Background: an optimization exercise with open tools, aiming at small area, a short achievable clock period and few clock cycles. Do not read the settings as production practice. RTL that was checked went through simulation tests only; none was proved equivalent to the original. For runs 1 to 5, only the layout was checked, not whether the RTL still works. No activity file was given, so power comes from the tool's default toggle rates.

===== design.v =====
module bhx_sixbit (
    input  wire [7:0] c,         
    input  wire       zero,      
    input  wire [1:0] ph,        
    input  wire [5:0] lo,        
    output reg        alpha,     
    output reg        ws,        
    output wire [5:0] val,       
    output reg  [7:0] byte_o     
);
    reg [5:0] v;
    always @(*) begin
        ws    = 1'b0;
        alpha = 1'b1;
        v     = 6'd0;
        case (c)
            8'h09, 8'h0A, 8'h0B, 8'h0C, 8'h0D, 8'h20: begin ws = 1'b1; alpha = 1'b0; end
            8'h21: v = 6'd0;   8'h22: v = 6'd1;   8'h23: v = 6'd2;   8'h24: v = 6'd3;
            8'h25: v = 6'd4;   8'h26: v = 6'd5;   8'h27: v = 6'd6;   8'h28: v = 6'd7;
            8'h29: v = 6'd8;   8'h2A: v = 6'd9;   8'h2B: v = 6'd10;  8'h2C: v = 6'd11;
            8'h2D: v = 6'd12;  8'h30: v = 6'd13;  8'h31: v = 6'd14;  8'h32: v = 6'd15;
            8'h33: v = 6'd16;  8'h34: v = 6'd17;  8'h35: v = 6'd18;  8'h36: v = 6'd19;
            8'h38: v = 6'd20;  8'h39: v = 6'd21;  8'h40: v = 6'd22;  8'h41: v = 6'd23;
            8'h42: v = 6'd24;  8'h43: v = 6'd25;  8'h44: v = 6'd26;  8'h45: v = 6'd27;
            8'h46: v = 6'd28;  8'h47: v = 6'd29;  8'h48: v = 6'd30;  8'h49: v = 6'd31;
            8'h4A: v = 6'd32;  8'h4B: v = 6'd33;  8'h4C: v = 6'd34;  8'h4D: v = 6'd35;
            8'h4E: v = 6'd36;  8'h50: v = 6'd37;  8'h51: v = 6'd38;  8'h52: v = 6'd39;
            8'h53: v = 6'd40;  8'h54: v = 6'd41;  8'h55: v = 6'd42;  8'h56: v = 6'd43;
            8'h58: v = 6'd44;  8'h59: v = 6'd45;  8'h5A: v = 6'd46;  8'h5B: v = 6'd47;
            8'h60: v = 6'd48;  8'h61: v = 6'd49;  8'h62: v = 6'd50;  8'h63: v = 6'd51;
            8'h64: v = 6'd52;  8'h65: v = 6'd53;  8'h66: v = 6'd54;  8'h68: v = 6'd55;
            8'h69: v = 6'd56;  8'h6A: v = 6'd57;  8'h6B: v = 6'd58;  8'h6C: v = 6'd59;
            8'h6D: v = 6'd60;  8'h70: v = 6'd61;  8'h71: v = 6'd62;  8'h72: v = 6'd63;
            default: alpha = 1'b0;
        endcase
    end
    assign val = zero ? 6'd0 : v;
    always @(*) begin
        case (ph)
            2'd1:    byte_o = {lo, val[5:4]};
            2'd2:    byte_o = {lo[3:0], val[5:2]};
            default: byte_o = {lo[1:0], val};
        endcase
    end
endmodule
module bhx_rle (
    input  wire       clk,
    input  wire       clear,     
    input  wire       en,        
    input  wire       tv,        
    input  wire [7:0] td,        
    input  wire       t_esc,     
    input  wire       t_small,   
    input  wire       full,      
    input  wire       o_free,    
    input  wire       src_done,  
    output reg        take,      
    output reg        emit,      
    output reg  [1:0] osel,      
    output reg        tinc1,     
    output reg        tinc2,     
    output reg        err,
    output reg  [4:0] ecode,
    output wire       busy       
);
    localparam ST_TOK = 2'd0;
    localparam ST_CNT = 2'd1;
    localparam ST_RUN = 2'd2;
    localparam E_MALFORMED = 5'h04;
    localparam E_TRUNC     = 5'h05;
    localparam E_CAP       = 5'h12;
    reg [1:0] st;
    reg       hp;        
    reg [7:0] cnt;       
    assign busy = (st != ST_TOK);
    reg [1:0] st_n;
    reg       hp_n;
    reg [7:0] cnt_n;
    wire n0 = t_small && (td[1:0] == 2'd0);
    wire n1 = t_small && (td[1:0] == 2'd1);
    wire n2 = t_small && (td[1:0] == 2'd2);
    always @(*) begin
        take  = 1'b0;
        emit  = 1'b0;
        osel  = 2'd0;
        tinc1 = 1'b0;
        tinc2 = 1'b0;
        err   = 1'b0;
        ecode = E_CAP;
        st_n  = st;
        hp_n  = hp;
        cnt_n = td - 8'd2;
        case (st)
            ST_TOK: if (tv) begin
                if (t_esc) begin
                    take = 1'b1; st_n = ST_CNT;
                end else if (full) begin
                    take = 1'b1; err = 1'b1;
                end else if (o_free) begin
                    take = 1'b1; emit = 1'b1; osel = 2'd0; tinc1 = 1'b1; hp_n = 1'b1;
                end
            end
            ST_CNT: if (tv) begin
                if (n0) begin
                    if (full) begin
                        take = 1'b1; err = 1'b1;
                    end else if (o_free) begin
                        take = 1'b1; emit = 1'b1; osel = 2'd1; tinc2 = 1'b1;
                        hp_n = 1'b1; st_n = ST_TOK;
                    end
                end else if (!hp) begin
                    take = 1'b1; err = 1'b1; ecode = E_MALFORMED;
                end else if (n1) begin
                    take = 1'b1; tinc2 = 1'b1; st_n = ST_TOK;
                end else if (full) begin
                    take = 1'b1; err = 1'b1;
                end else if (o_free) begin
                    take = 1'b1; emit = 1'b1; osel = 2'd2;
                    if (n2) begin
                        tinc2 = 1'b1; st_n = ST_TOK;
                    end else begin
                        st_n = ST_RUN;
                    end
                end
            end else if (src_done) begin
                err = 1'b1; ecode = E_TRUNC;
            end
            default: begin
                cnt_n = cnt - 8'd1;
                if (full) begin
                    err = 1'b1;
                end else if (o_free) begin
                    emit = 1'b1; osel = 2'd2;
                    if (cnt == 8'd1) begin
                        tinc2 = 1'b1; st_n = ST_TOK;
                    end
                end
            end
        endcase
        if (!en) begin
            take = 1'b0; emit = 1'b0; tinc1 = 1'b0; tinc2 = 1'b0; err = 1'b0;
        end
    end
    always @(posedge clk) begin
        if (clear) begin
            st <= ST_TOK;
            hp <= 1'b0;
        end else if (en) begin
            st <= st_n;
            hp <= hp_n;
            if (st == ST_RUN ? emit : take)
                cnt <= cnt_n;
        end
    end
endmodule
module bhx_stream (
    input  wire        clk,
    input  wire        rst,
    input  wire        start,
    input  wire [2:0]  op,
    input  wire [23:0] len,
    input  wire [23:0] base,
    input  wire [23:0] cap,
    output wire        busy,
    input  wire        in_valid,
    input  wire [7:0]  in_data,
    output wire        in_ready,
    output wire        out_valid,
    output wire [7:0]  out_data,
    input  wire        out_ready,
    output reg         done,
    output reg  [4:0]  err_code,
    output wire [2:0]  err_stage,
    output reg  [23:0] err_pos,
    output wire [7:0]  err_detail,
    output reg  [23:0] out_len
);
    localparam E_INVCHAR = 5'h03;
    localparam E_BADCMD  = 5'h10;
    localparam E_BADLEN  = 5'h11;
    reg        run;
    reg        six;       
    reg        rle;       
    reg        ir;        
    reg [22:0] rem;       
    reg        in_end;    
    reg        iv0;       
    reg [7:0]  id0;
    reg [23:0] ipos;      
    reg [23:0] capl;      
    reg        full;      
    reg [2:0]  kc;        
    reg [5:0]  lo;        
    reg        tv, tv1;   
    reg [7:0]  td;        
    reg [7:0]  td1;
    reg        t_esc, t_esc1;       
    reg        t_small, t_small1;   
    reg        ov, sv;    
    reg [7:0]  od;        
    reg [7:0]  sd;
    wire sx_err  = err_code[1] & err_code[0];
    wire any_err = err_code[1] | err_code[2];
    wire accept  = start && !run;
    wire take    = in_valid && ir;
    wire room    = !sv;                  
    wire ph0     = (kc[1:0] == 2'd0);
    wire in_done = in_end && !iv0;       
    wire       flush = six && in_done && (kc != 3'd0) && !sx_err;
    wire       is_alpha, is_ws;
    wire [5:0] sx_val;
    wire [7:0] sx_byte;
    bhx_sixbit u_six (
        .c      (id0),
        .zero   (in_done),
        .ph     (kc[1:0]),
        .lo     (lo),
        .alpha  (is_alpha),
        .ws     (is_ws),
        .val    (sx_val),
        .byte_o (sx_byte)
    );
    wire       rl_take, rl_emit, rl_tinc1, rl_tinc2, rl_ev, rl_st;
    wire [1:0] rl_osel;
    wire [4:0] rl_code;
    wire       src_done = in_done && (!six || kc == 3'd0);
    wire       rl_en    = run && rle && !any_err;
    bhx_rle u_rle (
        .clk      (clk),
        .clear    (accept),
        .en       (rl_en),
        .tv       (tv),
        .td       (td),
        .t_esc    (t_esc),
        .t_small  (t_small),
        .full     (full),
        .o_free   (room),
        .src_done (src_done),
        .take     (rl_take),
        .emit     (rl_emit),
        .osel     (rl_osel),
        .tinc1    (rl_tinc1),
        .tinc2    (rl_tinc2),
        .err      (rl_ev),
        .ecode    (rl_code),
        .busy     (rl_st)
    );
    wire emit   = rle ? rl_emit : (tv && room && !sx_err);
    wire t_pop  = tv && (any_err || (rle ? rl_take : room));
    wire t_free = !tv1;                  
    wire i_pop    = iv0 && (sx_err || t_free || (six && ph0));
    wire ch_take  = i_pop && six && !sx_err;
    wire ch_alpha = ch_take && is_alpha;
    wire ch_bad   = ch_take && !is_alpha && !is_ws;
    wire fl_step  = flush && (ph0 || t_free);
    wire sx_adv   = ch_alpha || fl_step;
    wire push     = six ? (sx_adv && !ph0) : i_pop;    
    wire [7:0] nt = six ? sx_byte : id0;
    wire       in_end_n = take ? (rem == 23'd1) : in_end;
    wire       iv0_n    = take || (iv0 && !i_pop);
    wire       t_shift  = (t_pop && tv1) || (!tv1 && tv && !t_pop);
    wire       tv1_n    = !ch_bad && (t_shift ? push : tv1);
    wire [2:0] kc_n     = sx_adv ? kc + 3'd1 : kc;
    wire       ir_n     = !in_end_n &&
                          (!iv0_n || sx_err || ch_bad || !tv1_n || (six && kc_n[1:0] == 2'd0));
    reg [7:0] nb;
    always @(*) begin
        case (rle ? rl_osel : 2'd0)
            2'd0:    nb = td;
            2'd1:    nb = 8'h90;
            default: nb = od;
        endcase
    end
    wire finish = run && in_done &&
                  (any_err || (src_done && !tv && !(rle && rl_st) && !sv && (!ov || out_ready)));
    assign busy       = run;
    assign in_ready   = ir;
    assign out_valid  = ov;
    assign out_data   = od;
    assign err_detail = td;
    assign err_stage  = (err_code == E_INVCHAR) ? 3'd2 :
                        (err_code[2] || (err_code[4] && err_code[1])) ? 3'd3 : 3'd0;
    always @(posedge clk) begin
        if (rst) begin
            run  <= 1'b0;
            done <= 1'b0;
            ir   <= 1'b0;
            ov   <= 1'b0;
            sv   <= 1'b0;
        end else if (accept) begin
            six        <= op[0];
            rle        <= op[1];
            rem        <= len[22:0];
            in_end     <= (len == 24'd0);
            ipos       <= base;
            capl       <= cap;
            full       <= (cap == 24'd0);
            kc         <= 3'd0;
            iv0        <= 1'b0;
            tv         <= 1'b0;
            tv1        <= 1'b0;
            ov         <= 1'b0;
            sv         <= 1'b0;
            out_len    <= 24'd0;
            err_pos    <= 24'd0;
            err_code   <= 5'd0;
            td         <= 8'd0;
            ir         <= 1'b0;
            if (op == 3'd0 || op > 3'd3) begin
                done     <= 1'b1;
                err_code <= E_BADCMD;
                td       <= {5'd0, op};
            end else if (len > 24'h40_0000) begin
                done     <= 1'b1;
                err_code <= E_BADLEN;
                err_pos  <= len;
            end else begin
                done <= 1'b0;
                run  <= 1'b1;
                ir   <= (len != 24'd0);
            end
        end else if (run) begin
            ir <= ir_n;
            if (take) begin
                rem    <= rem - 23'd1;
                in_end <= (rem == 23'd1);
            end
            if (i_pop)
                ipos <= ipos + 24'd1;
            iv0 <= iv0_n;
            if (take)
                id0 <= in_data;
            if (sx_adv) begin
                kc <= kc + 3'd1;
                lo <= sx_val;
            end
            if (t_pop && tv1) begin
                tv      <= 1'b1;
                td      <= td1;
                t_esc   <= t_esc1;
                t_small <= t_small1;
            end else if (t_pop || !tv) begin
                tv <= push;
                if (push) begin
                    td      <= nt;
                    t_esc   <= (nt == 8'h90);
                    t_small <= (nt[7:2] == 6'd0);
                end
            end
            if (t_shift) begin
                tv1 <= push;
                if (push) begin
                    td1      <= nt;
                    t_esc1   <= (nt == 8'h90);
                    t_small1 <= (nt[7:2] == 6'd0);
                end
            end
            if (!ov) begin
                ov <= emit;
                if (emit) od <= nb;
            end else if (out_ready) begin
                if (sv) begin
                    od <= sd;
                    sv <= 1'b0;
                end else begin
                    ov <= emit;
                    if (emit) od <= nb;
                end
            end else if (emit) begin
                sv <= 1'b1;
                sd <= nb;
            end
            if (emit) begin
                out_len <= out_len + 24'd1;
                capl    <= capl - 24'd1;
                full    <= (capl == 24'd1);
            end
            if (ch_bad) begin
                err_code <= E_INVCHAR;
                err_pos  <= ipos;
                td       <= id0;
                tv       <= 1'b0;
                tv1      <= 1'b0;
            end else if (rl_ev) begin
                err_code <= rl_code;
            end else if (rl_tinc1 | rl_tinc2) begin
                err_pos <= {err_pos[23:1] + {22'd0, rl_tinc2 | err_pos[0]}, err_pos[0] ^ rl_tinc1};
            end
            if (finish) begin
                run  <= 1'b0;
                done <= 1'b1;
                ir   <= 1'b0;
                ov   <= 1'b0;
                sv   <= 1'b0;
                if (!any_err)
                    err_pos <= 24'd0;
                else
                    out_len <= 24'd0;
                if (!sx_err)
                    td <= 8'd0;
            end
        end
    end
endmodule

===== flow/run.sh =====
#!/bin/bash
# Standard layout, with every input and output port buffered by the
# platform's smallest buffer (buf_1) instead of the default delay-cell buffer.
set -euo pipefail
export BUFFER_PORTS_ARGS="-buffer_cell sky130_fd_sc_hd__buf_1"
bash standard.sh > flow.log 2>&1

===== standard.sh =====
#!/bin/bash
# synth_recipe.tcl (not shown) runs the flow's synth.tcl, then flattens the netlist and writes it again
# the make line also repeats each setting of config.mk as NAME=value (left out here)
make -C /OpenROAD-flow-scripts/flow DESIGN_CONFIG=/design/flow/config.mk WORK_HOME=/design/flow/orfs CLKGATE_MAP_FILE= SYNTH_SCRIPT=/design/flow/synth_recipe.tcl "${@:-finish}"

===== config.mk =====
export PLATFORM = sky130hd
export DESIGN_NAME = bhx_stream
export DESIGN_NICKNAME = bhx_stream
export VERILOG_FILES = /design/flow/design.v
export SDC_FILE = /design/flow/constraint.sdc
export NUM_CORES = 4
export LEC_CHECK = 0
export ABC_CLOCK_PERIOD_IN_PS = 2300
export CAP_MARGIN = 20
export CORE_MARGIN = 2
export CORE_UTILIZATION = 40
export PLACE_DENSITY = 0.6
export SETUP_SLACK_MARGIN = 2.5
export SLEW_MARGIN = 20

===== constraint.sdc =====
create_clock -name core_clock -period 5.0 [get_ports {clk}]
set_input_delay 1.0000 -clock core_clock [delete_from_list [all_inputs] [get_ports {clk}]]
set_output_delay 1.0000 -clock core_clock [all_outputs]
set_load 0.01 [all_outputs]

==> impl_metrics.py, run 1 <==
metrics = {
    "run_status": {
        "status": "finished clean",
    },
    "critical_path": {
        "cp-startpoint": "td[1]",
        "path_max_fanout": 6,
        "r2r_end": "td[0]",
        "critPathKind": "reg2reg",
        "r2r_slack_ps": 2410,
        "startpoint_type": "register",
        "crit_arrival_ps": 2870,
        "cp-end-kind": "register",
        "rr_startpoint": "td[1]",
        "required_ps": 5280,
        "r2r_cells": 9,
    },
    "timing": {
        "slew_violations": 0,
        "rsz0062_at_grt": "true",
        "post-route-period-util_pct": 51.8,
        "finalHoldViolations": 0,
        "worstMarginPinSlew_ps": 866,
        "finalWorstSetupSlack_ps": 2410,
        "period_needed_ps": 2590,
        "finalSetupTns_ps": 0,
        "max_freq_mhz": 386,
        "holdWs_ps": 501,
        "setup_viol": 0,
        "maxSlewHeadroom_pct": 42.3,
        "finClkSkew_ps": 9.86,
    },
    "synthesis": {
        "synth_top_cell_area_share_pct": 43.5,
        "synth_area_um2": 13200,
        "synth_edf_count": 191,
        "synth.distinct_cells": 95,
        "synth_most_common_cell": "edfxtp_1",
        "synthCells": 1370,
        "ys_seq_area_share_pct": 45.9,
        "synth_top_cell_by_area": "edfxtp_1",
        "synthTopCellsByArea": "edfxtp_1 43%, o21ai_0 4.7%, nand2_1 4.3%",
        "synth_flop_cell": "edfxtp_1",
        "yosysWarningCount": 3,
        "ys_ff_latch": 207,
        "synth.avg_cell_area_um2": 9.63,
        "synth_common_cells": "191 x edfxtp_1, 151 x nand2_1, 123 x o21ai_0, 112 x nor2_1, 57 x xor2_1",
        "synthArstFlopShare_pct": 0,
    },
    "clock_tree": {
        "cts_tree": "done",
        "clock-sinks": 207,
        "cts_buffer_depth": 3,
        "htree_levels": 1,
        "clockRootBuffer": "clkbuf_16",
        "clkTransAtPathRegs_ps": 60,
        "insertion_delay_ps": 530,
        "cts_buffers": 24,
        "holdBufCountCts": 0,
    },
    "hold_path": {
        "hold-path-cell-count": 1,
        "hold_end": "done",
        "hp-class": "reg2reg",
        "min-delay-start": "done",
    },
    "global_route": {
        "antenna_found_initial": 1,
        "grt_start_max_net_pins": 82,
        "grt_pass1_wl_um": 60100,
        "grt_use_total_pct": 21.9,
        "overflow": 0,
        "grt_pass1_vias": 10800,
    },
    "layout": {
        "regArea_um2": 6070,
        "multiInputGateArea_um2": 7250,
        "nFillCells": 2990,
        "drive_gt1_share_pct": 17.6,
        "fin_nets": 1704,
        "syn_to_final_growth_pct": 25.4,
    },
    "detailed_routing": {
        "routed_wl_um": 39300,
        "detail_route.first_pass.iterations": 7,
        "drt_iter0_markers": 1141,
        "post_drt_wl_per_cell_um": 19.1,
        "vias": 11800,
        "remaining_drc_errors": 0,
        "routed_via_density": 5.73,
        "final_antenna_net_count": 0,
    },
    "placement": {
        "pre_cts_slack_ps": 1590,
        "io_buffers": 161,
        "routabilityCongestion": 0.883,
        "hpwl_um": 26700,
    },
    "floorplanning": {
        "row_count": 66,
        "initial_utilization_pct": 40.5,
        "die_h_um": 186,
        "ios": 164,
        "die-area_um2": 34400,
        "die_x_um": 186,
        "coreArea_um2": 32500,
    },
    "pwr": {
        "power_leakage_nw": 5.66,
        "peakVddDrop_v": 0.000226,
        "power_density_nw_per_um2": 259,
    },
    "job": {
        "max_cap_violations": 0,
    },
}
cell type report:
class / instances / area share (%)
multi-input combinational: 1037 / 43.8
clock inverter: 10 / 0.635
inverter: 43 / 1.05
timing repair buffer: 280 / 10.5
clock buffer: 32 / 3.94
sequential: 207 / 36.7
tap: 442 / 3.34
antenna: 1 / 0.0151
critical path, cell delays in order, from the launching register on:
cell       delay [ps]
edfxtp_1          500
buf_6             180
nand3b_1          270
o2111ai_4         160
a2111oi_4         100
buf_4             180
or2_4             290
buf_12            140
o311a_1           290
a32o_2            220
stage by stage:
stage | instance area [um2] | cells | total power [mW] | utilization [%]
after global placement | 14300 | 1911 | 2.52 | 43.9
final | 16500 | 2052 | 4.29 | 50.9
after CTS | 15900 | 2025 | 4.29 | 48.9
after detailed placement | 14300 | 1911 | 2.53 | 43.9
after global routing | 16500 | 2051 | 4.45 | 50.8
after floorplan | 13400 | 1371 | 2.37 | -
state kept, by name, summed over array words and instances (netlist names), 6 cells and up, named ones only:
| signal | count |
|---|---|
| capl | 24 |
| err_pos | 24 |
| ipos | 24 |
| out_len | 24 |
| rem | 23 |
| id0 | 8 |
| od | 8 |
| sd | 8 |
| td1 | 8 |
| td | 8 |
| u_rle.cnt | 8 |
| lo | 6 |
worst max path at each step:
stage,slack (ps),end,cells after the start
after floorplan,2070,register,12
after global placement,1620,register,10
after detailed placement,1590,capl[14],5
after CTS,2390,err_pos[11],11
after global routing,2300,err_pos[17],11
final,2410,td[0],9
cells in the final DEF, fill, tap and decap left out, types with 13 or more instances in the layout:
cell | Yosys | routed
xor2_1 | 57 | 57
mux2i_1 | 16 | 13
buf_6 | 3 | 19
clkbuf_16 | 0 | 27
nor2_1 | 112 | 107
nand2_1 | 151 | 149
a21oi_1 | 56 | 52
or3_1 | 19 | 19
nor3_1 | 33 | 30
inv_1 | 42 | 36
nor4_1 | 27 | 20
o21ai_1 | 13 | 24
o21ai_0 | 123 | 108
xnor2_1 | 55 | 54
buf_1 | 9 | 160
edfxtp_1 | 191 | 191
buf_4 | 6 | 88
a22oi_1 | 24 | 20
and3_1 | 15 | 15
nand3_1 | 36 | 36
o211ai_1 | 30 | 30
nand4_1 | 13 | 13
per-layer routing:
metal	vias up	share of wire, %	global-route usage [%]
met5	-	0	0
met4	0	2.6	6.33
met3	78	7.6	2.95
met2	474	45	35.0
met1	5619	44	31.1
li1	5584	-	-
power by group:
group	total (mW)	switching, mW	leakage (nW)	internal, mW
sequential	2.07	0.0822	1.94	1.98
clock	1.73	0.713	0.370	1.02
combinational	0.493	0.298	3.36	0.195
timing repair:
| action | 4_1_cts | 5_1_grt |
|---|---|---|
| setup endpoints to repair | 147 | 77 |
| resized for setup | 62 | 86 |
| setup buffers | 69 | 24 |
| pin swaps | 15 | 34 |
| cloned | 3 | 2 |
| endpoints found under the hold margin | 0 | 0 |
cells by family (layout without fill, tap and decap cells):
kind of cell | after synthesis | after routing | share of synthesized area, %
simple gates | 488 | 488 | 18.4
compound gates | 379 | 379 | 19.3
flops | 207 | 207 | 45.9
buf+inv | 127 | 365 | 4.08
xor+xnor | 112 | 112 | 7.44
mux | 32 | 32 | 2.62
fa+ha+maj | 24 | 24 | 2.26
other cells | 1 | 3 | 0.0284
==> run 2, diff against run 1 <==
--- a/config.mk
+++ b/config.mk
@@ -9,6 +9,7 @@
 export CAP_MARGIN = 20
 export CORE_MARGIN = 2
 export CORE_UTILIZATION = 40
+export CTS_BUF_LIST = sky130_fd_sc_hd__clkbuf_4 sky130_fd_sc_hd__clkbuf_8
 export PLACE_DENSITY = 0.6
 export SETUP_SLACK_MARGIN = 2.5
 export SLEW_MARGIN = 20
==> impl_metrics.py, run 2 <==
metrics = {
    "critical_path": {
        "critPathSlowestCell": "edfxtp_1",
        "path_cells": "buf_6 -> nor2_4 -> nand2_2 -> a21oi_2 -> buf_6 -> a211o_1 -> ha_4 -> ha_4 -> o211ai_1 -> a222oi_1 -> o31ai_1",
        "path_max_fanout": 7,
        "crit_arrival_ps": 2880,
        "critPathKind": "reg2reg",
        "critPathMaxStageDelay_ps": 530,
        "r2r_cells": 11,
        "rr_startpoint": "full",
        "required_ps": 5270,
        "r2r_end": "err_pos[11]",
        "r2r_slack_ps": 2390,
        "cp-end-kind": "register",
        "startpoint_type": "register",
    },
    "hold_path": {
        "hold-path-cell-count": 1,
        "min-delay-start": "done",
        "hp-class": "reg2reg",
        "hold_end": "done",
    },
    "global_route": {
        "grt_use_total_pct": 22.2,
        "antenna_found_initial": 1,
        "grt_pass1_vias": 11000,
        "grt_start_max_net_pins": 82,
        "overflow": 0,
        "grt_pass1_wl_um": 60700,
    },
    "clock_tree": {
        "insertion_delay_ps": 550,
        "cts_buffer_depth": 3,
        "clock-sinks": 207,
        "htree_levels": 2,
        "clockRootBuffer": "clkbuf_8",
        "cts_tree": "done",
        "cts_buffers": 39,
        "clkTransAtPathRegs_ps": 60,
    },
    "placement": {
        "hpwl_um": 26700,
        "io_buffers": 161,
        "pre_cts_slack_ps": 1590,
        "routabilityCongestion": 0.883,
        "place_area_um2": 14300,
        "dp.cells": 1911,
    },
    "layout": {
        "nFillCells": 3023,
        "fin_nets": 1734,
        "syn_to_final_growth_pct": 25.6,
        "final_util_pct": 50.9,
        "drive_gt1_share_pct": 19.1,
        "final_cell_mix": "191 x edfxtp_1, 160 x buf_1, 149 x nand2_1",
        "stdcell_area_um2": 16600,
        "regArea_um2": 6060,
        "final_common_cell": "edfxtp_1",
        "multiInputGateArea_um2": 7190,
        "finalNonFillerCells": 2093,
    },
    "timing": {
        "rsz0062_at_grt": "true",
        "post-route-period-util_pct": 52.2,
        "worstMarginPinSlew_ps": 856,
        "period_needed_ps": 2610,
        "finalHoldViolations": 0,
        "holdWs_ps": 497,
        "finalWorstSetupSlack_ps": 2390,
        "finClkSkew_ps": 41.4,
        "slew_violations": 0,
        "setup_viol": 0,
        "maxSlewHeadroom_pct": 42.9,
        "max_freq_mhz": 383,
        "finalSetupTns_ps": 0,
    },
    "detailed_routing": {
        "routed_via_density": 5.65,
        "vias": 11800,
        "drt_iter0_markers": 1039,
        "final_antenna_net_count": 0,
        "post_drt_wl_per_cell_um": 18.9,
        "detail_route.first_pass.iterations": 5,
        "remaining_drc_errors": 0,
        "routed_wl_um": 39500,
    },
    "pwr": {
        "power_density_nw_per_um2": 253,
        "total_power_mw": 4.19,
        "power_leakage_nw": 5.76,
        "peakVddDrop_v": 0.000140,
    },
    "floorplanning": {
        "coreArea_um2": 32500,
        "initial_utilization_pct": 40.5,
        "die_h_um": 186,
        "row_count": 66,
        "ios": 164,
        "die-area_um2": 34400,
        "die_x_um": 186,
    },
    "synthesis": {
        "synth_edf_count": 191,
        "ys_seq_area_share_pct": 45.9,
        "synth_common_cells": "191 x edfxtp_1, 151 x nand2_1, 123 x o21ai_0, 112 x nor2_1, 57 x xor2_1",
        "synth_area_um2": 13200,
        "synth_top_cell_area_share_pct": 43.5,
        "synth_most_common_cell": "edfxtp_1",
        "ys_ff_latch": 207,
        "synth_top_cell_by_area": "edfxtp_1",
        "synthCells": 1370,
        "synth.distinct_cells": 95,
        "synthArstFlopShare_pct": 0,
        "synthTopCellsByArea": "edfxtp_1 43%, o21ai_0 4.7%, nand2_1 4.3%",
        "synth_flop_cell": "edfxtp_1",
        "yosysWarningCount": 3,
        "synth.avg_cell_area_um2": 9.63,
    },
    "job": {
        "max_cap_violations": 0,
    },
    "run_status": {
        "status": "finished clean",
    },
}
[run 2: changes by cell type in the layout (fill, tap and decap cells not counted), sizes merged]
cell      previous run  this run
clkbuf              34        52
buf                276       290
clkinv               6        15
bufbuf               2         3
bufinv               2         1
clkinvlp             3         4
inv                 42        41
[run 2: repair_timing]
action,4_1_cts,5_1_grt
cloned,5,1
gates resized for setup,67,64
hold buffers,0,0
pin swaps,18,34
endpoints found under the hold margin,0,0
setup endpoints to repair,147,138
buffers inserted,67,40
[run 2: worst max-delay path by stage]
stage,startpoint,to,slack (ps)
2_1_floorplan,rst,register,2070
3_3_place_gp,rst,register,1620
3_5_place_dp,start,capl[14],1590
4_1_cts,u_rle.cnt[1],err_pos[11],2380
5_1_grt,td[1],td[0],2300
6_report,full,err_pos[11],2390
[run 2: report_power, final]
group	switching, mW	internal [mW]	total, mW
logic	0.295	0.196	0.491
registers	0.0811	1.99	2.07
clock network	0.740	0.895	1.64
[run 2: cells by family (layout without fill, tap and decap cells)]
group	Yosys count	after routing	share of synthesized area (%)
AOI/OAI and AO/OA	379	379	19.3
xor gates and xnor gates	112	112	7.44
adders and majority gates	24	24	2.26
buffers and inverters	127	406	4.08
DFF	207	207	45.9
muxes	32	32	2.62
other	1	3	0.0284
and+or+nand+nor	488	488	18.4
[run 2: area by class of cell]
| cell class | count | area share [%] |
|---|---|---|
| diodes | 1 | 0.0151 |
| clock buffers | 51 | 3.90 |
| clock inverters | 17 | 0.680 |
| inverters | 43 | 1.03 |
| multi-input cells | 1037 | 43.4 |
| flip-flops and latches | 207 | 36.6 |
| well taps | 442 | 3.34 |
| repair buffers | 294 | 11.0 |
| repair inverters | 1 | 0.0453 |
[run 2: routing by layer]
layer / global-route usage, % / part of all wire [%] / vias to the layer above
met5: 0 / 0 / -
met4: 7.18 / 3.0 / 0
met3: 3.23 / 6.8 / 84
met2: 35.0 / 45 / 470
met1: 31.4 / 45 / 5616
li1: - / - / 5657
[run 2: critical path, delay by kind of cell (launching register included)]
kind,cells,cell delay [ps]
flops,1,530
buf+inv,2,310
fa+ha+maj,2,330
simple gates,2,210
compound gates,5,960
==> run 3, diff against run 2 <==
--- a/config.mk
+++ b/config.mk
@@ -9,7 +9,6 @@
 export CAP_MARGIN = 20
 export CORE_MARGIN = 2
 export CORE_UTILIZATION = 40
-export CTS_BUF_LIST = sky130_fd_sc_hd__clkbuf_4 sky130_fd_sc_hd__clkbuf_8
 export PLACE_DENSITY = 0.6
-export SETUP_SLACK_MARGIN = 2.5
+export SETUP_SLACK_MARGIN = 2.7
 export SLEW_MARGIN = 20
==> impl_metrics.py, run 3 <==
metrics = {
    "run_status": {
        "status": "finished clean",
    },
    "clock_tree": {
        "holdBufCountCts": 0,
        "clockRootBuffer": "clkbuf_16",
        "clock-sinks": 207,
        "htree_levels": 1,
        "cts_tree": "done",
        "cts_buffers": 26,
        "clkTransAtPathRegs_ps": 60,
        "insertion_delay_ps": 540,
        "cts_buffer_depth": 3,
    },
    "synthesis": {
        "synth.avg_cell_area_um2": 9.63,
        "synth_flop_cell": "edfxtp_1",
        "ys_ff_latch": 207,
        "synth.distinct_cells": 95,
        "synth_most_common_cell": "edfxtp_1",
        "synthArstFlopShare_pct": 0,
        "synth_edf_count": 191,
        "yosysWarningCount": 3,
        "synth_area_um2": 13200,
        "synthTopCellsByArea": "edfxtp_1 43%, o21ai_0 4.7%, nand2_1 4.3%",
        "ys_seq_area_share_pct": 45.9,
        "synth_top_cell_by_area": "edfxtp_1",
        "synth_common_cells": "191 x edfxtp_1, 151 x nand2_1, 123 x o21ai_0, 112 x nor2_1, 57 x xor2_1",
        "synth_top_cell_area_share_pct": 43.5,
        "synthCells": 1370,
    },
    "critical_path": {
        "crit_arrival_ps": 2950,
        "critPathKind": "reg2reg",
        "cp-end-kind": "register",
        "required_ps": 5280,
        "r2r_slack_ps": 2330,
        "r2r_end": "td[1]",
        "rr_startpoint": "err_code[1]",
        "path_max_fanout": 4,
        "r2r_cells": 11,
        "startpoint_type": "register",
    },
    "placement": {
        "place_area_um2": 14300,
        "io_buffers": 161,
        "pre_cts_slack_ps": 1170,
        "hpwl_um": 26400,
        "routabilityCongestion": 0.886,
        "dp.cells": 1905,
    },
    "global_route": {
        "grt_pass1_vias": 11300,
        "grt_pass1_wl_um": 62700,
        "grt_start_max_net_pins": 125,
        "grt_use_total_pct": 22.8,
        "overflow": 0,
        "antenna_found_initial": 1,
    },
    "floorplanning": {
        "die_x_um": 186,
        "initial_utilization_pct": 40.5,
        "die_h_um": 186,
        "row_count": 66,
        "coreArea_um2": 32500,
        "ios": 164,
        "die-area_um2": 34400,
    },
    "layout": {
        "drive_gt1_share_pct": 22.3,
        "finalNonFillerCells": 2084,
        "final_common_cell": "edfxtp_1",
        "fin_nets": 1737,
        "syn_to_final_growth_pct": 31.4,
        "final_cell_mix": "191 x edfxtp_1, 155 x buf_1, 145 x nand2_1",
        "stdcell_area_um2": 17300,
        "final_util_pct": 53.3,
    },
    "detailed_routing": {
        "post_drt_wl_per_cell_um": 19.7,
        "remaining_drc_errors": 0,
        "vias": 12100,
        "routed_via_density": 5.79,
        "detail_route.first_pass.iterations": 8,
        "routed_wl_um": 41100,
        "drt_iter0_markers": 1093,
        "final_antenna_net_count": 0,
    },
    "timing": {
        "slew_violations": 0,
        "post-route-period-util_pct": 53.4,
        "holdWs_ps": 554,
        "worstMarginPinSlew_ps": 835,
        "rsz0062_at_grt": "true",
        "finalWorstSetupSlack_ps": 2330,
        "finalHoldViolations": 0,
        "setup_viol": 0,
        "finClkSkew_ps": 24.9,
        "period_needed_ps": 2670,
        "maxSlewHeadroom_pct": 44.2,
        "finalSetupTns_ps": 0,
        "max_freq_mhz": 374,
    },
    "hold_path": {
        "min-delay-start": "t_small1",
        "hold-path-cell-count": 1,
        "hp-class": "reg2reg",
        "hold_end": "t_small",
    },
    "pwr": {
        "combPwrFrac_pct": 12.3,
        "clockPowerShare_pct": 40.3,
        "internal_power_mw": 3.22,
        "total_power_mw": 4.37,
        "switching_share_pct": 26.3,
        "power_leakage_nw": 5.90,
        "p_sw_mw": 1.15,
        "peakVddDrop_v": 0.000236,
        "power_density_nw_per_um2": 252,
        "p_seq_share_pct": 47.3,
    },
    "job": {
        "max_cap_violations": 0,
    },
}
run 3: timing repair:
item                       4_1_cts  5_1_grt
hold endpoints to repair         0        0
gates cloned                     6        3
setup buffers                   91       35
setup endpoints to repair      283      272
gates resized for setup        140      130
pin swaps                       58       78
run 3: area by class of cell:
class,instances,area [um2]
multi-input combinational,1043,7720
tap,442,553
inverter,43,169
clock buffer,35,694
antenna,1,2.50
sequential,207,6070
timing repair buffer,305,2050
clock inverter,8,77.6
fill,2924,15200
run 3: power groups by stage:
stage	logic, mW	registers [mW]	clock network (mW)
floorplan	0.287	2.09	0
global placement	0.421	2.10	0
detailed placement	0.429	2.11	0
CTS	0.494	2.06	1.78
global route	0.590	2.08	1.85
finish	0.540	2.07	1.76
run 3: worst max-delay path: stages (launching register included):
cell       delay [ps]
edfxtp_1          420
buf_4             160
and4bb_4          350
buf_6             110
buf_6              80
buf_6              90
o311a_4           210
a2111oi_4          70
buf_4             170
or2_4             250
o311a_1           300
a32o_1            210
run 3: metal layers:
| layer | GRT usage (%) | vias up | part of all wire (%) |
|---|---|---|---|
| li1 | - | 5661 | - |
| met1 | 32.5 | 5850 | 45 |
| met2 | 36.6 | 493 | 46 |
| met3 | 3.27 | 64 | 6.9 |
| met4 | 5.67 | 0 | 2.0 |
| met5 | 0 | - | 0 |
run 3: worst max path at each step:
stage           startpoint           end  slack (ps)  depth (start not counted)
3_3_place_gp           rst      register        1210                          9
5_1_grt              td[0]   err_pos[11]        2230                         11
4_1_cts        err_code[1]  err_stage[1]        2350                          5
3_5_place_dp           rst      register        1170                          9
6_report       err_code[1]         td[1]        2330                         11
2_1_floorplan          rst      register        2140                         12
run 3: logic make-up (layout without fill, tap and decap cells):
| kind of cell | Yosys count | in the layout | share of synthesized area (%) |
|---|---|---|---|
| simple gates | 488 | 493 | 18.4 |
| compound gates | 379 | 380 | 19.3 |
| flops | 207 | 207 | 45.9 |
| buf+inv | 127 | 391 | 4.08 |
| xor+xnor | 112 | 112 | 7.44 |
| mux | 32 | 32 | 2.62 |
| fa+ha+maj | 24 | 24 | 2.26 |
| other cells | 1 | 3 | 0.0284 |
==> run 4, diff against run 3 <==
--- a/design.v
+++ b/design.v
@@ -196,14 +196,13 @@
     reg [7:0]  td1;
     reg        t_esc, t_esc1;       
     reg        t_small, t_small1;   
-    reg        ov, sv;    
+    reg        ov;        
     reg [7:0]  od;        
-    reg [7:0]  sd;
     wire sx_err  = err_code[1] & err_code[0];
     wire any_err = err_code[1] | err_code[2];
     wire accept  = start && !run;
     wire take    = in_valid && ir;
-    wire room    = !sv;                  
+    wire room    = !ov || out_ready;     
     wire ph0     = (kc[1:0] == 2'd0);
     wire in_done = in_end && !iv0;       
     wire       flush = six && in_done && (kc != 3'd0) && !sx_err;
@@ -272,7 +271,7 @@
         endcase
     end
     wire finish = run && in_done &&
-                  (any_err || (src_done && !tv && !(rle && rl_st) && !sv && (!ov || out_ready)));
+                  (any_err || (src_done && !tv && !(rle && rl_st) && room));
     assign busy       = run;
     assign in_ready   = ir;
     assign out_valid  = ov;
@@ -286,7 +285,6 @@
             done <= 1'b0;
             ir   <= 1'b0;
             ov   <= 1'b0;
-            sv   <= 1'b0;
         end else if (accept) begin
             six        <= op[0];
             rle        <= op[1];
@@ -300,7 +298,6 @@
             tv         <= 1'b0;
             tv1        <= 1'b0;
             ov         <= 1'b0;
-            sv         <= 1'b0;
             out_len    <= 24'd0;
             err_pos    <= 24'd0;
             err_code   <= 5'd0;
@@ -355,21 +352,10 @@
                     t_small1 <= (nt[7:2] == 6'd0);
                 end
             end
-            if (!ov) begin
+            if (room)
                 ov <= emit;
-                if (emit) od <= nb;
-            end else if (out_ready) begin
-                if (sv) begin
-                    od <= sd;
-                    sv <= 1'b0;
-                end else begin
-                    ov <= emit;
-                    if (emit) od <= nb;
-                end
-            end else if (emit) begin
-                sv <= 1'b1;
-                sd <= nb;
-            end
+            if (emit)
+                od <= nb;
             if (emit) begin
                 out_len <= out_len + 24'd1;
                 capl    <= capl - 24'd1;
@@ -391,8 +377,7 @@
                 done <= 1'b1;
                 ir   <= 1'b0;
                 ov   <= 1'b0;
-                sv   <= 1'b0;
-                if (!any_err)
+                    if (!any_err)
                     err_pos <= 24'd0;
                 else
                     out_len <= 24'd0;
--- a/config.mk
+++ b/config.mk
@@ -5,10 +5,10 @@
 export SDC_FILE = /design/flow/constraint.sdc
 export NUM_CORES = 4
 export LEC_CHECK = 0
-export ABC_CLOCK_PERIOD_IN_PS = 2300
+export ABC_CLOCK_PERIOD_IN_PS = 2500
 export CAP_MARGIN = 20
 export CORE_MARGIN = 2
 export CORE_UTILIZATION = 40
 export PLACE_DENSITY = 0.6
-export SETUP_SLACK_MARGIN = 2.7
+export SETUP_SLACK_MARGIN = 2.3
 export SLEW_MARGIN = 20
==> impl_metrics.py, run 4 <==
metrics = {
    "run_status": {
        "status": "finished clean",
    },
    "clock_tree": {
        "cts_buffer_depth": 2,
        "clockRootBuffer": "clkbuf_16",
        "clock-sinks": 198,
        "clkTransAtPathRegs_ps": 80,
        "htree_levels": 4,
        "insertion_delay_ps": 450,
        "cts_tree": "done",
        "cts_buffers": 17,
    },
    "detailed_routing": {
        "detail_route.first_pass.iterations": 5,
        "drt_iter0_markers": 920,
        "final_antenna_net_count": 0,
        "routed_wl_um": 36200,
        "remaining_drc_errors": 0,
        "routed_via_density": 5.82,
        "post_drt_wl_per_cell_um": 19.1,
        "vias": 11000,
    },
    "critical_path": {
        "path_max_fanout": 4,
        "path_common_cell": "ha_4",
        "critPathBufInv": 2,
        "crit_arrival_ps": 2980,
        "critPathSlowestCell": "edfxtp_1",
        "path_cells": "inv_1 -> o21ai_0 -> o32ai_4 -> buf_12 -> or2_4 -> ha_4 -> ha_4 -> a31o_4 -> a41o_1 -> a22o_1",
        "startpoint_type": "register",
        "critPathKind": "reg2reg",
        "crit_family": "compound AO/OA/AOI/OAI gates",
        "cp-end-kind": "register",
        "required_ps": 5200,
        "critPathMaxStageDelay_ps": 550,
    },
    "timing": {
        "period_needed_ps": 2780,
        "rsz0062_at_grt": "true",
        "worstMarginPinSlew_ps": 894,
        "maxSlewHeadroom_pct": 40.4,
        "max_freq_mhz": 360,
        "setup_viol": 0,
        "finalHoldViolations": 0,
        "finClkSkew_ps": 14.6,
        "post-route-period-util_pct": 55.5,
        "finalSetupTns_ps": 0,
        "slew_violations": 0,
        "holdWs_ps": 526,
    },
    "synthesis": {
        "synth.avg_cell_area_um2": 9.54,
        "synth_top_cell_by_area": "edfxtp_1",
        "synth_area_um2": 12500,
        "ys_seq_area_share_pct": 46.5,
        "synth_edf_count": 183,
        "synth_top_cell_area_share_pct": 44.1,
        "synth_common_cells": "183 x edfxtp_1, 152 x nand2_1, 110 x nor2_1, 98 x o21ai_0, 60 x xnor2_1",
        "synth_flop_cell": "edfxtp_1",
        "synthArstFlopShare_pct": 0,
        "synth_most_common_cell": "edfxtp_1",
        "ys_ff_latch": 198,
        "synth.distinct_cells": 79,
        "yosysWarningCount": 3,
        "synthCells": 1306,
        "synthTopCellsByArea": "edfxtp_1 44%, nand2_1 4.6%, xnor2_1 4.2%",
    },
    "floorplanning": {
        "initial_utilization_pct": 40.6,
        "ios": 164,
        "coreArea_um2": 30700,
        "die-area_um2": 32600,
        "die_x_um": 181,
        "die_h_um": 181,
        "row_count": 64,
    },
    "global_route": {
        "antenna_found_initial": 1,
        "grt_pass1_vias": 10400,
        "grt_use_total_pct": 21.8,
        "grt_start_max_net_pins": 129,
        "grt_pass1_wl_um": 56900,
        "overflow": 0,
    },
    "layout": {
        "final_common_cell": "edfxtp_1",
        "syn_to_final_growth_pct": 20.6,
        "drive_gt1_share_pct": 13.3,
        "nFillCells": 2874,
        "antennaDiodeCount": 0,
        "final_cell_mix": "183 x edfxtp_1, 159 x buf_1, 150 x nand2_1",
        "fin_nets": 1593,
        "final_util_pct": 49.0,
    },
    "pwr": {
        "power_density_nw_per_um2": 270,
        "total_power_mw": 4.05,
        "power_leakage_nw": 4.85,
        "peakVddDrop_v": 0.000224,
    },
    "placement": {
        "hpwl_um": 25200,
        "routabilityCongestion": 0.861,
        "io_buffers": 161,
    },
    "job": {
        "max_cap_violations": 0,
    },
    "hold_path": {
        "hp-class": "reg2reg",
    },
}
## run 4: cell count changes in the layout (fill, tap and decap cells not counted), moves of 9 or more
cell and delta:
a221oi_1 +10, nor3_1 +9, inv_1 -11, buf_4 -37, o211ai_1 -12, clkbuf_16 -10
buf_6 -40
## run 4: layout make-up
class                   instances  area (um2)  share of cell area [%]
clock inverters                15         165                    1.10
well taps                     396         495                    3.30
inverters                      33         134                   0.891
repair buffers                223        1150                    7.66
clock buffers                  17         425                    2.83
flip-flops and latches        198        5800                    38.6
multi-input cells            1009        6860                    45.6
## run 4: kinds of logic (layout without fill, tap and decap cells)
logic type	after synthesis	in the layout	synth area share, %
and+or+nand+nor	511	512	20.5
AOI/OAI and AO/OA	327	328	17.0
DFF	198	198	46.5
xor gates and xnor gates	117	117	8.22
buffers and inverters	102	288	3.20
muxes	26	26	2.15
adders and majority gates	24	24	2.39
other	1	2	0.0301
## run 4: per-stage QoR
step	std cells	worst slack [ps]	instance area [um2]
6_report	1891	2220	15000
4_1_cts	1868	2240	14600
3_5_place_dp	1811	1190	13600
2_1_floorplan	1307	1850	12700
5_1_grt	1891	2170	15000
3_3_place_gp	1811	1230	13600
## run 4: worst register-to-register path, cell delays in order, from the launching register on
cell	delay [ps]
edfxtp_1	550
inv_1	160
o21ai_0	350
o32ai_4	170
buf_12	150
or2_4	230
ha_4	170
ha_4	170
a31o_4	210
a41o_1	200
a22o_1	170
## run 4: path summary, 6_finish.rpt
check        startpoint          to  slack (ps)  depth (start not counted)
max                full  err_pos[7]        2220                         10
min reg2reg        done        done         530                          2
max reg2reg        full  err_pos[7]        2220                         10
min                done        done         530                          2
## run 4: power by group
part / switching (mW) / internal [mW] / total (mW) / leakage, nW
logic: 0.359 / 0.225 / 0.584 / 2.70
registers: 0.106 / 1.94 / 2.04 / 1.85
clock network: 0.677 / 0.750 / 1.43 / 0.295
total: 1.14 / 2.91 / 4.05 / 4.85
## run 4: metal layers
layer	track usage (%)	part of all wire [%]	up-vias
met2	34.5	47	386
met4	7.19	2.3	2
met1	30.6	45	5326
li1	-	-	5236
met5	0	0.036	-
met3	3.44	6.2	50
## run 4: what timing repair did
| action | CTS | global route |
|---|---|---|
| cloned | 2 | 1 |
| hold buffers | 0 | 0 |
| pin swaps | 9 | 31 |
| endpoints found under the setup margin | 120 | 98 |
| buffers inserted | 23 | 22 |
| endpoints found under the hold margin | 0 | 0 |
| gates resized for setup | 32 | 52 |
==> run 5, diff against run 4 <==
--- a/config.mk
+++ b/config.mk
@@ -5,10 +5,10 @@
 export SDC_FILE = /design/flow/constraint.sdc
 export NUM_CORES = 4
 export LEC_CHECK = 0
-export ABC_CLOCK_PERIOD_IN_PS = 2500
+export ABC_CLOCK_PERIOD_IN_PS = 2300
 export CAP_MARGIN = 20
 export CORE_MARGIN = 2
 export CORE_UTILIZATION = 40
 export PLACE_DENSITY = 0.6
-export SETUP_SLACK_MARGIN = 2.3
+export SETUP_SLACK_MARGIN = 2.5
 export SLEW_MARGIN = 20
==> impl_metrics.py, run 5 <==
metrics = {
    "timing": {
        "post-route-period-util_pct": 55.9,
        "worstMarginPinSlew_ps": 1030,
        "period_needed_ps": 2800,
        "holdWs_ps": 513,
        "max_freq_mhz": 357,
        "finClkSkew_ps": 11.9,
        "setup_viol": 0,
        "finalHoldViolations": 0,
        "slew_violations": 0,
        "finalSetupTns_ps": 0,
        "maxSlewHeadroom_pct": 30.8,
        "rsz0062_at_grt": "true",
    },
    "job": {
        "max_cap_violations": 0,
    },
    "critical_path": {
        "r2r_slack_ps": 2280,
        "required_ps": 5200,
        "critPathSlowestCell": "o211ai_1",
        "path_cells": "buf_6 -> nand2b_4 -> o211ai_1 -> o32ai_4 -> buf_12 -> or2_4 -> ha_4 -> ha_4 -> a31o_4 -> a41o_1 -> a22o_1",
        "r2r_end": "err_pos[7]",
        "path_max_fanout": 4,
        "rr_startpoint": "rle",
        "r2r_cells": 10,
        "cp-end-kind": "register",
        "crit_family": "compound AO/OA/AOI/OAI gates",
        "critPathBufInv": 2,
        "path_common_cell": "ha_4",
        "cp-startpoint": "out_ready",
        "critPathKind": "in2reg",
        "critPathMaxStageDelay_ps": 270,
        "startpoint_type": "input pin",
        "crit_arrival_ps": 3000,
    },
    "floorplanning": {
        "ios": 164,
        "die_h_um": 181,
        "die_x_um": 181,
        "coreArea_um2": 30700,
        "row_count": 64,
        "die-area_um2": 32600,
        "initial_utilization_pct": 40.6,
    },
    "detailed_routing": {
        "final_antenna_net_count": 0,
        "vias": 11200,
        "post_drt_wl_per_cell_um": 19.4,
        "detail_route.first_pass.iterations": 6,
        "routed_wl_um": 37200,
        "drt_iter0_markers": 1076,
        "routed_via_density": 5.85,
        "remaining_drc_errors": 0,
    },
    "pwr": {
        "power_density_nw_per_um2": 261,
        "power_leakage_nw": 5.07,
        "peakVddDrop_v": 0.000257,
        "total_power_mw": 4.07,
    },
    "synthesis": {
        "synth_top_cell_by_area": "edfxtp_1",
        "synth_flop_cell": "edfxtp_1",
        "synth.distinct_cells": 79,
        "yosysWarningCount": 3,
        "synthTopCellsByArea": "edfxtp_1 44%, nand2_1 4.6%, xnor2_1 4.2%",
        "ys_ff_latch": 198,
        "synth_most_common_cell": "edfxtp_1",
        "ys_seq_area_share_pct": 46.5,
        "synth_edf_count": 183,
        "synth_top_cell_area_share_pct": 44.1,
        "synth_area_um2": 12500,
        "synthCells": 1306,
        "synth.avg_cell_area_um2": 9.54,
        "synth_common_cells": "183 x edfxtp_1, 152 x nand2_1, 110 x nor2_1, 98 x o21ai_0, 60 x xnor2_1",
        "synthArstFlopShare_pct": 0,
    },
    "layout": {
        "final_cell_mix": "183 x edfxtp_1, 158 x buf_1, 148 x nand2_1",
        "syn_to_final_growth_pct": 25.0,
        "fin_nets": 1621,
        "drive_gt1_share_pct": 16.9,
        "final_common_cell": "edfxtp_1",
    },
    "clock_tree": {
        "cts_buffers": 17,
        "clockRootBuffer": "clkbuf_16",
        "htree_levels": 4,
        "clkTransAtPathRegs_ps": 70,
        "clock-sinks": 198,
        "holdBufCountCts": 0,
        "cts_tree": "done",
        "insertion_delay_ps": 450,
        "cts_buffer_depth": 2,
    },
    "global_route": {
        "grt_start_max_net_pins": 124,
        "grt_use_total_pct": 22.0,
        "overflow": 0,
        "antenna_found_initial": 2,
        "grt_pass1_wl_um": 58000,
        "grt_pass1_vias": 10600,
    },
    "hold_path": {
        "hold_end": "done",
        "hp-class": "reg2reg",
        "hold-path-cell-count": 2,
        "min-delay-start": "done",
    },
    "placement": {
        "io_buffers": 161,
        "routabilityCongestion": 0.895,
        "hpwl_um": 25600,
    },
    "run_status": {
        "status": "finished clean",
    },
}
-- run 5: changes by cell type in the layout (fill, tap and decap cells not counted), sizes merged --
cell and delta:
clkinvlp +5, buf +26, clkbuf +3, diode +2, nand2 +1, inv -5, clkinv -3
-- run 5: how the worst max path moves through the flow --
stage / slack [ps] / endpoint / cells after the start
after floorplan: 1850 / err_pos[7] / 11
after global placement: 1400 / err_pos[22] / 11
after detailed placement: 1350 / err_pos[22] / 11
after CTS: 2230 / err_pos[7] / 11
after global routing: 2130 / err_pos[7] / 11
final: 2200 / err_pos[7] / 11
-- run 5: layout make-up --
type,count,area [um2]
Clock inverter,11,126
Timing Repair inverter,1,5.00
Fill cell,2808,15100
Timing Repair Buffer,249,1460
Multi-Input combinational cell,1010,7100
Clock buffer,20,457
Sequential cell,198,5800
Antenna cell,2,5.00
Tap cell,396,495
Inverter,33,136
-- run 5: power by group --
part | internal [mW] | leakage, nW | switching (mW)
combinational | 0.249 | 2.94 | 0.379
sequential | 1.94 | 1.85 | 0.103
clock | 0.763 | 0.275 | 0.637
-- run 5: what timing repair did --
item	CTS	global route
gates cloned	3	2
pin swaps	27	27
endpoints found under the setup margin	223	122
buffers inserted	47	22
gates resized for setup	75	52
-- run 5: cells by family (layout without fill, tap and decap cells) --
family,count (synthesis),in the layout,share of synthesized area (%)
multiplexers,26,26,2.15
adder cells (fa/ha/maj),24,24,2.39
buffers and inverters,102,314,3.20
AND/OR/NAND/NOR,511,513,20.5
AO/OA/AOI/OAI,327,328,17.0
XOR/XNOR,117,117,8.22
other,1,4,0.0301
flip-flops,198,198,46.5
-- run 5: metal layers --
metal	global-route usage, %	vias up	wire length (um)
li1	-	5300	-
met1	30.5	5428	16700
met2	35.5	441	17300
met3	3.56	58	2440
met4	6.13	0	741
met5	0	-	0
-- run 5: tightest hold or removal path: stages (launching register included) --
cell and delay (ps):
dfxtp_1 320, o32ai_1 100, nor2_1 50
-- run 5: through the flow --
| step | std cells | utilization, % | instance area, um2 | setup slack, ps |
|---|---|---|---|---|
| 3_5_place_dp | 1813 | 44.8 | 13700 | 1350 |
| 2_1_floorplan | 1307 | - | 12800 | 1850 |
| 6_report | 1920 | 50.8 | 15600 | 2200 |
| 3_3_place_gp | 1813 | 44.8 | 13700 | 1400 |
| 5_1_grt | 1918 | 50.8 | 15600 | 2130 |
| 4_1_cts | 1894 | 49.3 | 15100 | 2230 |
==> run 6, diff against run 5 <==
--- a/design.v
+++ b/design.v
@@ -270,6 +270,7 @@
             default: nb = od;
         endcase
     end
+    wire [22:0] tpos_up = err_pos[23:1] + 23'd1;
     wire finish = run && in_done &&
                   (any_err || (src_done && !tv && !(rle && rl_st) && room));
     assign busy       = run;
@@ -277,8 +278,8 @@
     assign out_valid  = ov;
     assign out_data   = od;
     assign err_detail = td;
-    assign err_stage  = (err_code == E_INVCHAR) ? 3'd2 :
-                        (err_code[2] || (err_code[4] && err_code[1])) ? 3'd3 : 3'd0;
+    assign err_stage  = {1'b0, err_code[1] | err_code[2],
+                         err_code[2] | (err_code[4] & err_code[1])};
     always @(posedge clk) begin
         if (rst) begin
             run  <= 1'b0;
@@ -370,7 +371,7 @@
             end else if (rl_ev) begin
                 err_code <= rl_code;
             end else if (rl_tinc1 | rl_tinc2) begin
-                err_pos <= {err_pos[23:1] + {22'd0, rl_tinc2 | err_pos[0]}, err_pos[0] ^ rl_tinc1};
+                err_pos <= {(rl_tinc2 | err_pos[0]) ? tpos_up : err_pos[23:1], err_pos[0] ^ rl_tinc1};
             end
             if (finish) begin
                 run  <= 1'b0;
--- a/config.mk
+++ b/config.mk
@@ -5,10 +5,10 @@
 export SDC_FILE = /design/flow/constraint.sdc
 export NUM_CORES = 4
 export LEC_CHECK = 0
-export ABC_CLOCK_PERIOD_IN_PS = 2300
+export ABC_CLOCK_PERIOD_IN_PS = 2500
 export CAP_MARGIN = 20
 export CORE_MARGIN = 2
 export CORE_UTILIZATION = 40
 export PLACE_DENSITY = 0.6
-export SETUP_SLACK_MARGIN = 2.5
+export SETUP_SLACK_MARGIN = 2.3
 export SLEW_MARGIN = 20
==> impl_metrics.py, run 6 <==
metrics = {
    "detailed_routing": {
        "detail_route.first_pass.iterations": 5,
        "routed_wl_um": 36700,
        "final_antenna_net_count": 0,
        "drt_iter0_markers": 871,
        "remaining_drc_errors": 0,
        "routed_via_density": 5.84,
        "vias": 11000,
        "post_drt_wl_per_cell_um": 19.5,
    },
    "clock_tree": {
        "clockRootBuffer": "clkbuf_16",
        "clock-sinks": 198,
        "cts_buffers": 17,
        "holdBufCountCts": 0,
        "htree_levels": 4,
        "cts_buffer_depth": 2,
        "insertion_delay_ps": 440,
        "clkTransAtPathRegs_ps": 80,
        "cts_tree": "done",
    },
    "timing": {
        "post-route-period-util_pct": 54.0,
        "slew_violations": 0,
        "rsz0062_at_grt": "true",
        "finClkSkew_ps": 15.5,
        "worstMarginPinSlew_ps": 869,
        "finalHoldViolations": 0,
        "finalSetupTns_ps": 0,
        "period_needed_ps": 2700,
        "maxSlewHeadroom_pct": 41.9,
        "max_freq_mhz": 371,
        "setup_viol": 0,
    },
    "critical_path": {
        "rr_startpoint": "err_code[2]",
        "critPathKind": "in2reg",
        "cp-startpoint": "out_ready",
        "crit_arrival_ps": 2870,
        "path_max_fanout": 7,
        "required_ps": 5180,
        "cp-end-kind": "register",
        "startpoint_type": "input pin",
    },
    "global_route": {
        "grt_pass1_vias": 10200,
        "grt_start_max_net_pins": 90,
        "grt_pass1_wl_um": 56600,
        "grt_use_total_pct": 21.8,
        "overflow": 0,
        "antenna_found_initial": 0,
    },
    "floorplanning": {
        "row_count": 64,
        "die_x_um": 181,
        "coreArea_um2": 30700,
        "die-area_um2": 32800,
        "die_h_um": 181,
        "initial_utilization_pct": 40.7,
        "ios": 164,
    },
    "layout": {
        "antennaDiodeCount": 0,
        "multiInputGateArea_um2": 6740,
        "final_common_cell": "edfxtp_1",
        "nFillCells": 2945,
        "fin_nets": 1581,
        "regArea_um2": 5800,
        "syn_to_final_growth_pct": 18.9,
        "final_cell_mix": "183 x edfxtp_1, 159 x buf_1, 147 x nand2_1",
        "drive_gt1_share_pct": 12.2,
    },
    "pwr": {
        "p_sw_mw": 1.15,
        "internal_power_mw": 2.90,
        "clockPowerShare_pct": 33.7,
        "total_power_mw": 4.05,
        "power_leakage_nw": 4.65,
        "switching_share_pct": 28.3,
        "p_seq_share_pct": 51.3,
        "power_density_nw_per_um2": 272,
        "peakVddDrop_v": 0.000257,
        "combPwrFrac_pct": 15.0,
    },
    "synthesis": {
        "synthCells": 1297,
        "synthAdderAreaFrac_pct": 2.28,
        "ys_ff_latch": 198,
        "synth_top_cell_area_share_pct": 43.9,
        "synth_area_um2": 12500,
        "synth_top_cell_by_area": "edfxtp_1",
        "synthXorXnorAreaFrac_pct": 8.18,
        "synthTopCellsByArea": "edfxtp_1 44%, xnor2_1 6.2%, o21ai_0 4.5%",
        "synth_common_cells": "183 x edfxtp_1, 149 x nand2_1, 113 x o21ai_0, 105 x nor2_1, 88 x xnor2_1",
        "synth_edf_count": 183,
        "synth_top_family_by_area": "simple AND/OR/NAND/NOR gates",
        "synthArstFlopShare_pct": 0,
        "yosysWarningCount": 3,
        "yosys.area_share.simple_pct": 19.6,
        "synth.distinct_cells": 74,
        "ys_seq_area_share_pct": 46.3,
        "synth_mux_area_share_pct": 1.67,
        "synth_most_common_cell": "edfxtp_1",
        "synth.avg_cell_area_um2": 9.66,
        "synth_compound_area_share_pct": 18.3,
        "synth_flop_cell": "edfxtp_1",
    },
    "run_status": {
        "status": "finished clean",
    },
    "job": {
        "max_cap_violations": 0,
    },
    "placement": {
        "hpwl_um": 25700,
        "routabilityCongestion": 0.884,
        "io_buffers": 161,
    },
    "hold_path": {
        "min-delay-start": "done",
        "hp-class": "reg2reg",
    },
}
run 6: changes by cell type in the layout (fill, tap and decap cells not counted), sizes merged, moves of 6 or more:
cell and change:
a2111oi +17, a211oi +6, and2 -9, buf -28, inv +7, mux2i -7
o211ai -10, o221ai -6, xnor2 +28, xor2 -28
run 6: path summary, 6_finish.rpt:
path              slack (ps)         end  cells after the start
setup / recovery        2300  err_pos[8]                     10
setup reg to reg        2350  err_pos[8]                      9
hold / removal           550        done                      2
hold reg to reg          550        done                      2
run 6: power groups by stage:
stage,Sequential [mW],Combinational (mW),Clock (mW)
after global routing,2.09,0.672,1.46
after detailed placement,2.10,0.557,0
after CTS,2.07,0.582,1.39
after floorplan,2.07,0.377,0
final,2.08,0.609,1.36
after global placement,2.10,0.548,0
run 6: worst max-delay path, cell delays in order:
cell,delay (ps)
clkbuf_2,120
and2b_4,240
nor3_4,270
buf_6,150
a32oi_4,160
buf_4,200
buf_12,130
a2111oi_4,350
xnor2_1,160
o21ai_0,90
run 6: cell type report:
type / count / share of cell area, %
Timing Repair Buffer: 221 / 7.59
Timing Repair inverter: 1 / 0.0336
Clock inverter: 14 / 0.890
Clock buffer: 18 / 2.88
Multi-Input combinational cell: 992 / 45.2
Inverter: 40 / 1.08
Tap cell: 396 / 3.33
Sequential cell: 198 / 39.0
run 6: kinds of logic (layout without fill, tap and decap cells):
kind of cell / Yosys count / count (layout)
compound gates: 335 / 337
xor+xnor: 117 / 117
fa+ha+maj: 23 / 23
buf+inv: 110 / 294
flops: 198 / 198
mux: 20 / 20
other cells: 1 / 2
simple gates: 493 / 493
run 6: stage by stage:
| stage | cell area (um2) | hold slack (ps) | std cells | setup slack, ps | utilization [%] |
|---|---|---|---|---|---|
| floorplan | 12700 | 513 | 1298 | 1880 | - |
| global placement | 13600 | 499 | 1803 | 1440 | 44.3 |
| detailed placement | 13600 | 533 | 1804 | 1410 | 44.4 |
| CTS | 14500 | 551 | 1850 | 2300 | 47.1 |
| global route | 14900 | 561 | 1880 | 2260 | 48.4 |
| finish | 14900 | 552 | 1880 | 2300 | 48.4 |
run 6: layer usage:
metal / part of all wire [%] / vias up / track usage (%)
met5: 0 / - / 0
met4: 2.7 / 0 / 8.52
met3: 5.6 / 70 / 3.10
met2: 47 / 396 / 34.9
met1: 44 / 5286 / 29.9
li1: - / 5220 / -
run 6: repair_timing:
action / in CTS / in global routing
pin swaps: 6 / 6
setup buffers: 13 / 28
cloned: 1 / 2
endpoints found under the setup margin: 115 / 106
gates resized for setup: 27 / 34
Testbench counts of run 6, summed over its fixed seeds: cycles 137,032.
==> run 7, diff against run 6 <==
--- a/config.mk
+++ b/config.mk
@@ -8,7 +8,7 @@
 export ABC_CLOCK_PERIOD_IN_PS = 2500
 export CAP_MARGIN = 20
 export CORE_MARGIN = 2
-export CORE_UTILIZATION = 40
-export PLACE_DENSITY = 0.6
+export CORE_UTILIZATION = 70
+export PLACE_DENSITY = 0.85
 export SETUP_SLACK_MARGIN = 2.3
 export SLEW_MARGIN = 20
==> impl_metrics.py, run 7 <==
metrics = {
    "clock_tree": {
        "clock-sinks": 198,
        "clockRootBuffer": "clkbuf_16",
        "cts_buffer_depth": 2,
        "holdBufCountCts": 0,
        "htree_levels": 4,
        "cts_buffers": 17,
        "insertion_delay_ps": 450,
        "cts_tree": "done",
        "clkTransAtPathRegs_ps": 70,
    },
    "synthesis": {
        "synthArstFlopShare_pct": 0,
        "ys_seq_area_share_pct": 46.3,
        "synth_top_cell_area_share_pct": 43.9,
        "synth.distinct_cells": 74,
        "synth_top_cell_by_area": "edfxtp_1",
        "synth.avg_cell_area_um2": 9.66,
        "synth_common_cells": "183 x edfxtp_1, 149 x nand2_1, 113 x o21ai_0, 105 x nor2_1, 88 x xnor2_1",
        "synth_edf_count": 183,
        "synth_flop_cell": "edfxtp_1",
        "yosysWarningCount": 3,
        "synthCells": 1297,
        "ys_ff_latch": 198,
        "synthTopCellsByArea": "edfxtp_1 44%, xnor2_1 6.2%, o21ai_0 4.5%",
        "synth_most_common_cell": "edfxtp_1",
        "synth_area_um2": 12500,
    },
    "placement": {
        "io_buffers": 161,
        "hpwl_um": 23800,
        "dp.cells": 1630,
        "routabilityCongestion": 0.933,
    },
    "critical_path": {
        "r2r_slack_ps": 2300,
        "critPathSlowestCell": "nor4_1",
        "crit_cells": 8,
        "startpoint_type": "input pin",
        "required_ps": 5160,
        "critPathBufInv": 2,
        "r2r_cells": 7,
        "critPathMaxStageDelay_ps": 350,
        "critPathKind": "in2reg",
        "cp-end-kind": "register",
        "rr_startpoint": "u_rle.st[0]",
        "crit_family": "simple AND/OR/NAND/NOR gates",
        "r2r_end": "err_pos[14]",
        "path_max_fanout": 21,
        "crit_arrival_ps": 2900,
        "path_cells": "buf_1 -> nor4_1 -> nand4_1 -> nor2_1 -> nor3_2 -> buf_4 -> a22oi_1 -> o21ai_0",
    },
    "global_route": {
        "antenna_found_initial": 1,
        "grt_use_total_pct": 37.3,
        "grt_pass1_vias": 10600,
        "overflow": 0,
        "grt_start_max_net_pins": 66,
        "grt_pass1_wl_um": 54600,
    },
    "timing": {
        "max_freq_mhz": 366,
        "finClkSkew_ps": 15.5,
        "rsz0062_at_grt": "true",
        "maxSlewHeadroom_pct": 35.5,
        "period_needed_ps": 2740,
        "worstMarginPinSlew_ps": 965,
        "finalSetupTns_ps": 0,
        "setup_viol": 0,
        "slew_violations": 0,
        "post-route-period-util_pct": 54.7,
        "finalHoldViolations": 0,
    },
    "floorplanning": {
        "coreArea_um2": 17400,
        "row_count": 48,
        "ios": 164,
        "die-area_um2": 19000,
        "die_x_um": 138,
        "die_h_um": 138,
        "initial_utilization_pct": 71.9,
    },
    "detailed_routing": {
        "routed_wl_um": 37500,
        "post_drt_wl_per_cell_um": 22.0,
        "vias": 11700,
        "detail_route.first_pass.iterations": 7,
        "remaining_drc_errors": 0,
        "routed_via_density": 6.87,
        "final_antenna_net_count": 0,
        "drt_iter0_markers": 1480,
    },
    "hold_path": {
        "hold-path-cell-count": 2,
        "hp-class": "reg2reg",
        "hold_end": "done",
        "min-delay-start": "done",
    },
    "pwr": {
        "power_density_nw_per_um2": 286,
        "peakVddDrop_v": 0.000252,
        "power_leakage_nw": 4.68,
    },
    "layout": {
        "fin_nets": 1576,
        "syn_to_final_growth_pct": 17.8,
        "finalNonFillerCells": 1705,
        "drive_gt1_share_pct": 12.2,
        "final_cell_mix": "183 x edfxtp_1, 159 x buf_1, 148 x nand2_1",
        "final_common_cell": "edfxtp_1",
    },
    "run_status": {
        "status": "finished clean",
    },
    "job": {
        "max_cap_violations": 0,
    },
}
[run 7: layout make-up]
class / count / area, um2
antenna: 1 / 2.50
clock buffer: 17 / 425
clock inverter: 15 / 215
fill: 968 / 2650
inverter: 40 / 158
multi-input combinational: 992 / 6790
sequential: 198 / 5800
tap: 225 / 282
timing repair buffer: 216 / 1090
timing repair inverter: 1 / 7.51
[run 7: worst min-delay path, cell delays in order (launching register included)]
cell	delay [ps]
dfxtp_1	310
nor2_1	110
a311oi_1	60
[run 7: worst max-delay path by stage]
stage | from | endpoint | slack (ps)
floorplan | start | ipos[0] | 1880
finish | len[1] | err_pos[2] | 2260
CTS | start | kc[0] | 2280
global placement | out_ready | err_pos[23] | 1500
global route | len[23] | err_pos[2] | 2130
detailed placement | out_ready | err_pos[23] | 1270
[run 7: cells by family after synthesis]
group / Yosys count / synth area share, %
simple gates: 493 / 19.6
compound gates: 335 / 18.3
flops: 198 / 46.3
xor+xnor: 117 / 8.18
buf+inv: 110 / 3.65
fa+ha+maj: 23 / 2.28
mux: 20 / 1.67
other cells: 1 / 0.0299
[run 7: report_power, final]
part	leakage [nW]	internal (mW)	total (mW)	switching [mW]
combinational	2.52	0.224	0.626	0.401
sequential	1.85	1.94	2.08	0.136
clock	0.310	0.852	1.52	0.669
total	4.68	3.02	4.22	1.21
[run 7: timing repair]
action	CTS	global route
hold endpoints to repair	0	0
setup buffers	13	26
gates resized for setup	32	33
pin swaps	7	7
cloned	3	0
setup endpoints to repair	142	72
[run 7: per-stage QoR]
stage	hold slack (ps)	util, %	power (mW)	instance area (um2)	worst slack (ps)
floorplan	513	-	2.44	12700	1880
global placement	495	76.9	2.62	13400	1500
detailed placement	517	76.9	2.65	13400	1270
CTS	527	82.3	4.15	14300	2280
global route	574	84.8	4.34	14800	2130
finish	538	84.8	4.22	14800	2260
[run 7: metal layers]
| metal | global-route usage, % | routed length (um) |
|---|---|---|
| met4 | 14.4 | 1570 |
| met2 | 59.4 | 17600 |
| met1 | 48.5 | 13700 |
| met5 | 0 | 0 |
| met3 | 10.6 | 4700 |

## port drivers added, routing unchanged
The results above use ideal ports. As a check the final layouts listed here were re-extracted and re-timed, cells and wires unchanged.
Step 1 sets driving cells, clkbuf_16 on the clock port and buf_2 on the other inputs (assumed; they add their load-dependent delay and slew).
Step 2, shift: input delay + t, output delay - t, t = (earliest + latest rising clock arrival at the registers) / 2. This alone moves slack from input paths to output paths.
Three values: ideal, step 1, step 2; two values: the first two.
run | shift t [ns] | setup slack, ns | worst setup path at the end
run 1 | 0.573 | 2.409 / 2.409 / 1.875 | input to register
run 2 | 0.574 | 2.389 / 2.389 / 1.915 | input to register
run 3 | 0.586 | 2.329 / 2.291 / 1.849 | input to register
run 4 | 0.492 | 2.224 / 2.218 / 1.726 | input to register
run 5 | 0.490 | 2.203 / 2.199 / 1.708 | input to register
run 6 | 0.482 | 2.302 / 2.271 / 1.788 | input to register
run 7 | 0.487 | 2.264 / 2.273 / 1.786 | input to register
After both steps every run listed still meets setup and hold. For run 1, which loses most, drivers alone change the setup slack by 0.000 ns; drivers and shift together by -0.534 ns.
